From an optimization exercise on the open Yosys and OpenROAD flow, aimed at small area, a short achievable clock period and few clock cycles; shortcuts taken in it are not production practice.
The RTL was checked by simulation tests, not by an equivalence proof against the original design.

## v14
// css_disckey
module css_disckey (
    input  wire        clk,
    input  wire        rst,         
    input  wire        start,
    output wire        ready,
    output wire [8:0]  slot_addr,
    input  wire [39:0] slot_data,
    output wire        done,
    output wire        found,
    output wire [39:0] disc_key
);
Size: ~5400 cells after synthesis, ~95 I/O pins, ~38000 um2 of cells after synthesis.
Settings: LEC_CHECK=0, ABC_AREA=1, CAP_MARGIN=20, CORE_MARGIN=2, CORE_UTILIZATION=50, PLACE_DENSITY=0.7, SETUP_SLACK_MARGIN=3.2, SLEW_MARGIN=20, SYNTH_HIERARCHICAL=1; clock period 6.0 ns.
standard.sh (not shown) runs the stock make flow with config.mk's settings and CLKGATE_MAP_FILE= SYNTH_SCRIPT=/design/flow/synth_recipe.tcl, a recipe that flattens the netlist after the stock synthesis.
==> flow/flow/run.sh <==
#!/bin/bash
set -euo pipefail
export BUFFER_PORTS_ARGS="-buffer_cell sky130_fd_sc_hd__buf_2"
bash standard.sh > standard.log 2>&1
Looking at the reports, v14 completed the entire flow and the layout it produced met the timing, design-rule and antenna checks.
Testbench counts of v14, summed over its fixed seeds: cycles 138,818.
Input changes introduced in v49 (baseline for comparison: v14):
Settings: a change of CORE_UTILIZATION from 50 to 40; a change of SETUP_SLACK_MARGIN from 3.2 to 3.1; a change of PLACE_DENSITY from 0.7 to 0.6; a deleted ABC_AREA that had been 1.
==> flow/run.sh (new file) <==
#!/bin/bash
# synth_recipe.tcl (not shown) runs the flow's synth.tcl, then flattens the netlist and writes it again
# the make line also repeats each setting of config.mk as NAME=value (left out here)
make -C /OpenROAD-flow-scripts/flow DESIGN_CONFIG=/design/flow/config.mk WORK_HOME=/design/flow/orfs CLKGATE_MAP_FILE= SYNTH_SCRIPT=/design/flow/synth_recipe.tcl finish
removed: flow/flow/run.sh
removed: flow/standard.sh
==> comparison <==
The higher initial antenna violation count came out of v14.
Per the comparison of v49 with v14, share of the core filled with cells went down 7.8 points; total number of vias down 9229; total area of multi-input combinational cells lower.
What v39 does differently from v49 at the input level:
Settings: changing CORE_UTILIZATION from 40 to 50; changing SETUP_SLACK_MARGIN from 3.1 to 3.0; changing PLACE_DENSITY from 0.6 to 0.7.
==> flow/flow/run.sh (new file) <==
#!/bin/bash
set -euo pipefail
export BUFFER_PORTS_ARGS="-buffer_cell sky130_fd_sc_hd__buf_2"
bash standard.sh > standard.log 2>&1
==> flow/standard.sh (new file) <==
#!/bin/bash
# synth_recipe.tcl (not shown) runs the flow's synth.tcl, then flattens the netlist and writes it again
# the make line also repeats each setting of config.mk as NAME=value (left out here)
make -C /OpenROAD-flow-scripts/flow DESIGN_CONFIG=/design/flow/config.mk WORK_HOME=/design/flow/orfs CLKGATE_MAP_FILE= SYNTH_SCRIPT=/design/flow/synth_recipe.tcl "${@:-finish}"
removed: flow/run.sh
Findings:
- Across v49 and v39, the outcome is the same: a clean finish for every run.
- Compared with v49, v39 shows a lower post-route fraction of the period consumed by the critical path.
- v39 vs v49: detail-routed net length per standard cell up in v39
- Between v49 and v39, non-clock buffering overhead in the final layout decreased.
--- input diff v39..v36 ---
Settings: PLACE_DENSITY: 0.7 -> 0.6; SETUP_SLACK_MARGIN: 3.0 -> 3.1; CORE_UTILIZATION: 50 -> 40.
[summary]
- v36 against v39: non-clock buffer contribution to total cell area about even, placeable core region rose 16000 um2, final period demand of the worst path fell 0.029 ns.
- Final cell count sits higher in v36 than in v39.
- The multi-input gate share of total cell area on v39 is in line with that on v36.
- Sequential cell count came out exactly the same in v39 and v36.
- On count of buffers not belonging to the clock network in the layout: between v39 and v36, it ends up lower for v39.
- Min detailed-route wire length per cell across v39 and v36: v36
- Looking at final wirelength, v36 sits about 3.3% above v39.

Setup of sierra:
css_disckey, a different RTL version from the one above (not shown whole).
For scale: ~4300 cells after synthesis, about 500 flip-flops, about 95 I/O pins, about 33000 um^2 of cells after synthesis.
clock: 6.0 ns
lec_check: 0
abc_area: 1
cap_margin: 20
core_margin: 2
core_utilization: 40
place_density: 0.6
setup_slack_margin: 2.5
slew_margin: 20
run.sh (not shown) runs the stock make flow with config.mk's settings and CLKGATE_MAP_FILE= SYNTH_SCRIPT=/design/flow/synth_recipe.tcl, a recipe that flattens the netlist after the stock synthesis.
Stock flow here: none of the scripts above is used.
Testbench counts of sierra, summed over its fixed seeds: cycles 138,818.
Here is what was changed in the inputs of cedar compared with sierra.
- SETUP_SLACK_MARGIN now 3.1, was 2.5
- ABC_AREA no longer set, was 1
Findings:
cedar completed end to end with timing, DRC and antenna clean. Worst path arrival time: higher on cedar. Most frequent standard cell in the layout excluding fill and tap cells = sky130_fd_sc_hd__xnor2_1: cedar; most frequent standard cell in the layout excluding fill and tap cells = sky130_fd_sc_hd__nand2_1: sierra. The run showing the greater post-synthesis average cell area is cedar. Compared with sierra, cedar shows a clock-buffer cell count that is 3 lower. The delay of the slowest critical-path stage in cedar was lower than what sierra gave. Fraction of area in registers: cedar vs sierra down 0.71 points. When the final numbers for sierra and cedar were put side by side, the total setup buffers inserted after CTS turned out to be smaller in sierra. Compare sierra and cedar | register-to-register path setup slack higher: sierra.

Another version of the RTL of css_disckey (not shown whole).
Size: roughly 3300 cells after synthesis, ~95 I/O pins.
==> flow/config.mk <==
export PLATFORM = sky130hd
export DESIGN_NAME = css_disckey
export DESIGN_NICKNAME = css_disckey
export VERILOG_FILES = /design/flow/design.v
export SDC_FILE = /design/flow/constraint.sdc
export NUM_CORES = 4
export LEC_CHECK = 0
export CAP_MARGIN = 20
export CORE_MARGIN = 2
export CORE_UTILIZATION = 50
export CTS_CLUSTER_DIAMETER = 80
export CTS_CLUSTER_SIZE = 40
export PLACE_DENSITY = 0.7
export SETUP_SLACK_MARGIN = 3.0
export SLEW_MARGIN = 20
export SYNTH_HIERARCHICAL = 1
==> flow/constraint.sdc <==
create_clock -name core_clock -period 6.0 [get_ports {clk}]
set_input_delay 1.2000 -clock core_clock [delete_from_list [all_inputs] [get_ports {clk}]]
set_output_delay 1.2000 -clock core_clock [all_outputs]
set_load 0.01 [all_outputs]
standard.sh (not shown) runs the stock make flow with config.mk's settings and CLKGATE_MAP_FILE= SYNTH_SCRIPT=/design/flow/synth_recipe.tcl, a recipe that flattens the netlist after the stock synthesis.
==> flow/flow/run.sh <==
#!/bin/bash
set -euo pipefail
export BUFFER_PORTS_ARGS="-buffer_cell sky130_fd_sc_hd__buf_2"
bash standard.sh > standard.log 2>&1
Testbench counts at the start, summed over its fixed seeds: cycles 138,914.
Change:
CTS_CLUSTER_DIAMETER = unset   (was 80)
CTS_CLUSTER_SIZE = unset   (was 40)
SYNTH_MINIMUM_KEEP_SIZE = 100   (was unset)
After rerunning: Global-route usage went up by 2.8 points. Clock-buffer cell count went up by 32. Final cell count went up by 4.5%. Sequential cell count does not change. First-iteration DRC count went down by 20%. Worst setup slack is worse by 0.29 ns.
Change:
SETUP_SLACK_MARGIN = 3.2   (was 3.0)
SYNTH_MINIMUM_KEEP_SIZE = unset   (was 100)
Outcome:
- The changed run completed without violations
- cell count falls by 2.0%
- worst setup slack improved by 0.30 ns
- first-iteration DRC count rises by 26%
- non-clock buffer count rises by 2

re-timing with driven ports:
The results above use ideal ports. As a check the final layouts listed here were re-extracted and re-timed, cells and wires unchanged.
Step 1, drivers: a clkbuf_16 drives clk and a buf_2 each remaining input, both assumed.
Step 2, shift: input delay + t, output delay - t, t = (earliest + latest rising clock arrival at the registers) / 2. This alone moves slack from input paths to output paths.
a / b / c = ideal / step 1 / step 2; a / b = the first two.
run	t (ns)	setup WS [ns]	hold slack, ns	worst setup path at the end	pins driven straight from the clock port
v14	0.689	3.135 / 3.135 / 3.135	0.386 / 0.386 / 0.386	register to register	1
v49	0.706	2.982 / 2.982 / 2.664	0.378 / 0.378 / 0.378	input to register	1
v39	0.696	3.045 / 3.045 / 2.938	0.396 / 0.396 / 0.396	input to register	1
v36	0.686	3.074 / 3.074 / 3.054	0.391 / 0.391 / 0.391	input to register	1
sierra	0.691	2.660 / 2.660 / 2.660	0.364 / 0.364 / 0.364	register to register	1
cedar	0.679	2.520 / 2.520 / 2.520	0.380 / 0.380 / 0.380	register to register	1
the first run of note 3	0.654	3.013 / 3.013 / 2.970	0.395 / 0.395 / 0.395	input to register	1
the second run of note 3	0.679	2.724 / 2.724 / 2.724	0.397 / 0.397 / 0.397	register to register	1
the third run of note 3	0.666	3.025 / 3.025 / 2.948	0.371 / 0.371 / 0.371	input to register	1
After both steps setup and hold are still met in every run listed. For v49, which loses most, drivers alone change the setup slack by 0.000 ns; drivers and shift together by -0.318 ns.
